What follows belongs to an exercise in optimizing a design on an open flow for small area, a short achievable clock period and few clock cycles per item; a production flow would make more cautious choices. Only simulation tests tie the RTL to the original design; equivalence was not proved.

## oak
// lbm_dsp
module lbm_dsp (
    input  wire         clk,
    input  wire         rst,
    input  wire         in_valid,
    output wire         in_ready,
    input  wire [1:0]   in_op,        
    input  wire         in_mode,      
    input  wire [7:0]   in_raw,       
    input  wire [159:0] in_audio,     
    output reg          out_valid,
    output reg  [6:0]   out_target,
    output wire [15:0]  out_vu,
    output wire [7:0]   out_r,
    output wire [7:0]   out_g,
    output wire [7:0]   out_b
);
clock: 70.0 ns
lec_check: 0
abc_area: 1
cap_margin: 20
core_margin: 2
core_utilization: 55
slew_margin: 20
standard.sh (not shown) runs the stock make flow with config.mk's settings and CLKGATE_MAP_FILE= SYNTH_SCRIPT=/design/flow/synth_recipe.tcl, a recipe that flattens the netlist after the stock synthesis.
==> flow/flow/run.sh <==
#!/bin/bash
# The standard layout (standard.sh), with three changes to how it is built:
#  - synthesis is the standard one (synth_recipe.tcl and ORFS's synth.tcl,
#    unchanged) except that ABC maps the logic with flow/abc_area.script, an
#    area-oriented &nf mapping, in place of ORFS's abc_area.script. ORFS's
#    scripts are copied to abc_scripts/ with that one file replaced, and
#    only the synth step is run with SCRIPTS_DIR pointing there. Flip-flops
#    are mapped by dfflibmap before ABC runs, so the registers are the
#    standard synthesis's;
#  - port buffers are sky130_fd_sc_hd__buf_1 (buffer_ports -buffer_cell)
#    instead of the cell buffer_ports picks by itself;
#  - clock tree synthesis adds no dummy loads and builds the tree of
#    sky130_fd_sc_hd__clkbuf_8 only.
# Every tool's output goes to the ORFS logs under orfs/logs; make's own
# output goes to synth.log and standard.log here.
set -euo pipefail
rm -rf abc_scripts
cp -r "$FLOW_HOME/scripts" abc_scripts
cp flow/abc_area.script abc_scripts/abc_area.script
export BUFFER_PORTS_ARGS="-buffer_cell sky130_fd_sc_hd__buf_1"
export CTS_ARGS="-sink_clustering_enable -repair_clock_nets -dont_use_dummy_load -buf_list sky130_fd_sc_hd__clkbuf_8"
SCRIPTS_DIR="$PWD/abc_scripts" bash standard.sh synth > synth.log 2>&1
bash standard.sh finish > standard.log 2>&1
==> flow/flow/abc_area.script <==
strash
&get -n
&dch -f
&nf -R 1000 -p -E 100
&put
oak: full flow OK, the timing, DRC and antenna checks passed
Testbench counts of oak, summed over its fixed seeds: cycles 16,016, items 16,000.
## Diff of input files: pine against oak
Settings: SLEW_MARGIN now 67, was 20.
==> flow/flow/abc_area.script <==
strash
&get -n
&dch -f
&nf -R 1000 -p
&put
==> comparison <==
pine vs oak: global-route wire length before repair up slightly
Taking pine as 1.0, oak lands at 0.933 on number of different library cells in the post-synthesis netlist.
pine reports a higher final standard cell utilization of the core than oak does.
In pine, the post-route clock period utilization came out 0.32 points below the value in oak.
pine: hold slack lower than oak
pine vs oak: worst setup slack for register-to-register paths up
pine ended up with a higher synthesized-area fraction occupied by ao, oa, aoi and oai cells than oak did.
Relative to pine, the following input files were edited for birch:
Settings: swapping 67 for 20 in SLEW_MARGIN.
==> flow/flow/run.sh <==
#!/bin/bash
# The standard layout, with two changes to how it is built:
#  - port buffers are sky130_fd_sc_hd__buf_1 (buffer_ports -buffer_cell)
#    instead of the cell buffer_ports picks by itself;
#  - clock tree synthesis adds no dummy loads and builds the tree of
#    sky130_fd_sc_hd__clkbuf_8 only.
# Every tool's output goes to the ORFS logs under orfs/logs; make's own
# output goes to standard.log here.
set -euo pipefail
export BUFFER_PORTS_ARGS="-buffer_cell sky130_fd_sc_hd__buf_1"
export CTS_ARGS="-sink_clustering_enable -repair_clock_nets -dont_use_dummy_load -buf_list sky130_fd_sc_hd__clkbuf_8"
bash standard.sh finish > standard.log 2>&1
removed: flow/flow/abc_area.script
Results
birch vs pine — synthesized cell count climbed by more than a quarter. Per the comparison of birch with pine, number of cells traversed by the worst register-to-register path went up about 18%, xor-xnor portion of the synthesized cell area went down 2.4 points. Going from pine to birch, multi-input combinational cell count grows by 242. Relative to pine, the number of placed cells counting well taps measured on birch has increased by more than a quarter. The run showing the greater final core utilization is pine. For the routing usage on met1, birch came in 3.1 points lower than pine did. [birch] post-synth design cell area rose about 17% relative to pine.
What maple does differently from birch at the input level:
==> flow/flow/run.sh <==
#!/bin/bash
# The standard layout (standard.sh), with three changes to how it is built:
#  - synthesis is the standard one (synth_recipe.tcl and ORFS's synth.tcl,
#    unchanged) except that ABC maps the logic with flow/abc_area.script, an
#    area-oriented &nf mapping, in place of ORFS's abc_area.script. ORFS's
#    scripts are copied to abc_scripts/ with that one file replaced, and
#    only the synth step is run with SCRIPTS_DIR pointing there. Flip-flops
#    are mapped by dfflibmap before ABC runs, so the registers are the
#    standard synthesis's;
#  - port buffers are sky130_fd_sc_hd__buf_1 (buffer_ports -buffer_cell)
#    instead of the cell buffer_ports picks by itself;
#  - clock tree synthesis adds no dummy loads and builds the tree of
#    sky130_fd_sc_hd__clkbuf_8 only.
# Every tool's output goes to the ORFS logs under orfs/logs; make's own
# output goes to synth.log and standard.log here.
set -euo pipefail
rm -rf abc_scripts
cp -r "$FLOW_HOME/scripts" abc_scripts
cp flow/abc_area.script abc_scripts/abc_area.script
export BUFFER_PORTS_ARGS="-buffer_cell sky130_fd_sc_hd__buf_1"
export SETUP_SLACK_MARGIN=54.4
export CTS_ARGS="-sink_clustering_enable -repair_clock_nets -dont_use_dummy_load -buf_list sky130_fd_sc_hd__clkbuf_8"
SCRIPTS_DIR="$PWD/abc_scripts" bash standard.sh synth > synth.log 2>&1
bash standard.sh finish > standard.log 2>&1
==> flow/flow/abc_area.script (new file) <==
strash
&get -n
&dch -f
&nf -R 1000 -p
&put
- Changes observed in maple relative to birch: placeable core region decreased about 15%, fraction of layout cells with a size suffix above 1 decreased 0.89 points, adder-cell share of the synthesized area increased 0.88 points.

---

lbm_dsp, a different RTL version from the one above (not shown whole).
Size: ~160 flip-flops.
==> flow/config.mk <==
export PLATFORM = sky130hd
export DESIGN_NAME = lbm_dsp
export DESIGN_NICKNAME = lbm_dsp
export VERILOG_FILES = /design/flow/design.v
export SDC_FILE = /design/flow/constraint.sdc
export NUM_CORES = 4
export LEC_CHECK = 0
export ABC_AREA = 1
export CAP_MARGIN = 20
export CORE_MARGIN = 2
export CORE_UTILIZATION = 55
export SLEW_MARGIN = 20
==> flow/constraint.sdc <==
create_clock -name core_clock -period 70.0 [get_ports {clk}]
set_input_delay 14.0000 -clock core_clock [delete_from_list [all_inputs] [get_ports {clk}]]
set_output_delay 14.0000 -clock core_clock [all_outputs]
set_load 0.01 [all_outputs]
==> flow/flow/run.sh <==
#!/bin/bash
# The standard layout, with two changes to how it is built:
#  - port buffers are sky130_fd_sc_hd__buf_1 (buffer_ports -buffer_cell)
#    instead of the cell buffer_ports picks by itself;
#  - clock tree synthesis adds no dummy loads and builds the tree of
#    sky130_fd_sc_hd__clkbuf_8 only.
# Every tool's output goes to the ORFS logs under orfs/logs; make's own
# output goes to standard.log here.
set -euo pipefail
export BUFFER_PORTS_ARGS="-buffer_cell sky130_fd_sc_hd__buf_1"
export CTS_ARGS="-sink_clustering_enable -repair_clock_nets -dont_use_dummy_load -buf_list sky130_fd_sc_hd__clkbuf_8"
bash standard.sh finish > standard.log 2>&1
The baseline finished clean.
Testbench counts at the start, summed over its fixed seeds: cycles 16,016, items 16,000.
==> next run, changes <==
--- a/flow/flow/run.sh
+++ b/flow/flow/run.sh
@@ -2 +2,8 @@
-# The standard layout, with two changes to how it is built:
+# The standard layout (standard.sh), with three changes to how it is built:
+#  - synthesis is the standard one (synth_recipe.tcl and ORFS's synth.tcl,
+#    unchanged) except that ABC maps the logic with flow/abc_area.script, an
+#    area-oriented &nf mapping, in place of ORFS's abc_area.script. ORFS's
+#    scripts are copied to abc_scripts/ with that one file replaced, and
+#    only the synth step is run with SCRIPTS_DIR pointing there. Flip-flops
+#    are mapped by dfflibmap before ABC runs, so the registers are the
+#    standard synthesis's;
@@ -8 +15 @@
-# output goes to standard.log here.
+# output goes to synth.log and standard.log here.
@@ -9,0 +17,3 @@
+rm -rf abc_scripts
+cp -r "$FLOW_HOME/scripts" abc_scripts
+cp flow/abc_area.script abc_scripts/abc_area.script
@@ -11,0 +22 @@
+SCRIPTS_DIR="$PWD/abc_scripts" bash standard.sh synth > synth.log 2>&1
==> flow/flow/abc_area.script (new file) <==
strash
&get -n
&dch -f
&nf -R 1000 -p
&put
After rerunning: Maximum frequency drops by 0.68%. Design area decreases by 9.1%. Wire length came out lower by about 12%.

---

the baseline:
lbm_dsp, a different RTL version from the one above (not shown whole).
Size in the first run: about 1800 cells after synthesis, roughly 220 I/O pins, ~13000 um^2 of cells after synthesis.
Settings: LEC_CHECK=0, ABC_AREA=1, CAP_MARGIN=20, CORE_MARGIN=2, CORE_UTILIZATION=40, SLEW_MARGIN=20; clock period 70.0 ns.
==> flow/flow/run.sh <==
#!/bin/bash
# The standard layout, with two changes to how it is built:
#  - port buffers are sky130_fd_sc_hd__buf_1 (buffer_ports -buffer_cell)
#    instead of the cell buffer_ports picks by itself;
#  - clock tree synthesis adds no dummy loads.
# Every tool's output goes to the ORFS logs under orfs/logs; make's own
# output goes to standard.log here.
set -euo pipefail
export BUFFER_PORTS_ARGS="-buffer_cell sky130_fd_sc_hd__buf_1"
export CTS_ARGS="-sink_clustering_enable -repair_clock_nets -dont_use_dummy_load"
bash standard.sh finish > standard.log 2>&1
Testbench counts of the baseline, summed over its fixed seeds: cycles 16,024, items 16,000.
Changes in the candidate relative to the baseline:
==> flow/run.sh (new file) <==
#!/bin/bash
# synth_recipe.tcl (not shown) runs the flow's synth.tcl, then flattens the netlist and writes it again
# the make line also repeats each setting of config.mk as NAME=value (left out here)
make -C /OpenROAD-flow-scripts/flow DESIGN_CONFIG=/design/flow/config.mk WORK_HOME=/design/flow/orfs CLKGATE_MAP_FILE= SYNTH_SCRIPT=/design/flow/synth_recipe.tcl finish
removed: flow/flow/run.sh
removed: flow/standard.sh
==> summary.txt <==
- Of the candidate and the baseline, it is the candidate that has the lower fraction of met3 tracks used by global routing.
- Going from the baseline to the candidate, worst hold slack now larger.
- The candidate | stages: all done | timing, DRC, antenna: all pass
- Looking at cell with the largest stage delay on the worst path, the sky130_fd_sc_hd__buf_1 result is from the baseline; the sky130_fd_sc_hd__clkdlybuf4s50_1 one comes from the candidate.
- Summary — mean number of vias per cell, the candidate relative to the baseline: lower, by about 1.2%.
- Least setup slack across all paths after layout: the candidate lower than the baseline
- The worst setup path endpoint comes out c_pair[60] in one run and c_pair[61] in the other, namely in the candidate and the baseline respectively.
- When the final numbers for the candidate and the baseline were put side by side, the final period demand of the worst path turned out to be smaller in the baseline.

==> re-timing with driven ports <==
The flow's constraints put no driver on any port. The routed layouts listed below were extracted and timed again, unchanged, in two steps.
Step 1 (the two cells are an assumption about what drives the block):
set clk [get_ports {clk}]
set_driving_cell -lib_cell sky130_fd_sc_hd__clkbuf_16 $clk
set_driving_cell -lib_cell sky130_fd_sc_hd__buf_2 [delete_from_list [all_inputs] $clk]
Step 2 adds t to the input delays and takes it off the output delays; t is the mean of the earliest and latest rising clock arrival at the registers after step 1. Input paths then give back, and output paths get back, about the clock's delay inside the block.
Three values: ideal, step 1, step 2; two values: the first two.
run | t, ns | slack for setup (ns) | clock arrival spread, ns | worst data-port slew with drivers (ns)
oak | 0.482 | 53.972 / 53.985 / 53.504 | 0.030 / 0.031 | 0.04
pine | 0.493 | 54.198 / 54.217 / 53.724 | 0.031 / 0.031 | 0.05
birch | 0.489 | 54.141 / 54.159 / 53.669 | 0.022 / 0.021 | 0.07
maple | 0.485 | 54.485 / 54.510 / 54.024 | 0.023 / 0.023 | 0.05
the first run of note 2 | 0.488 | 54.009 / 54.018 / 53.530 | 0.026 / 0.026 | 0.06
the second run of note 2 | 0.490 | 53.899 / 53.918 / 53.427 | 0.024 / 0.023 | 0.04
the baseline | 0.475 | 54.302 / 54.297 / 53.823 | 0.025 / 0.025 | 0.07
the candidate | 0.481 | 53.961 / 53.952 / 53.471 | 0.015 / 0.015 | 0.09
After both steps setup and hold are still met in every run listed. The setup slack of the candidate, which loses most, moves by -0.009 ns with the drivers and by -0.490 ns with both steps.
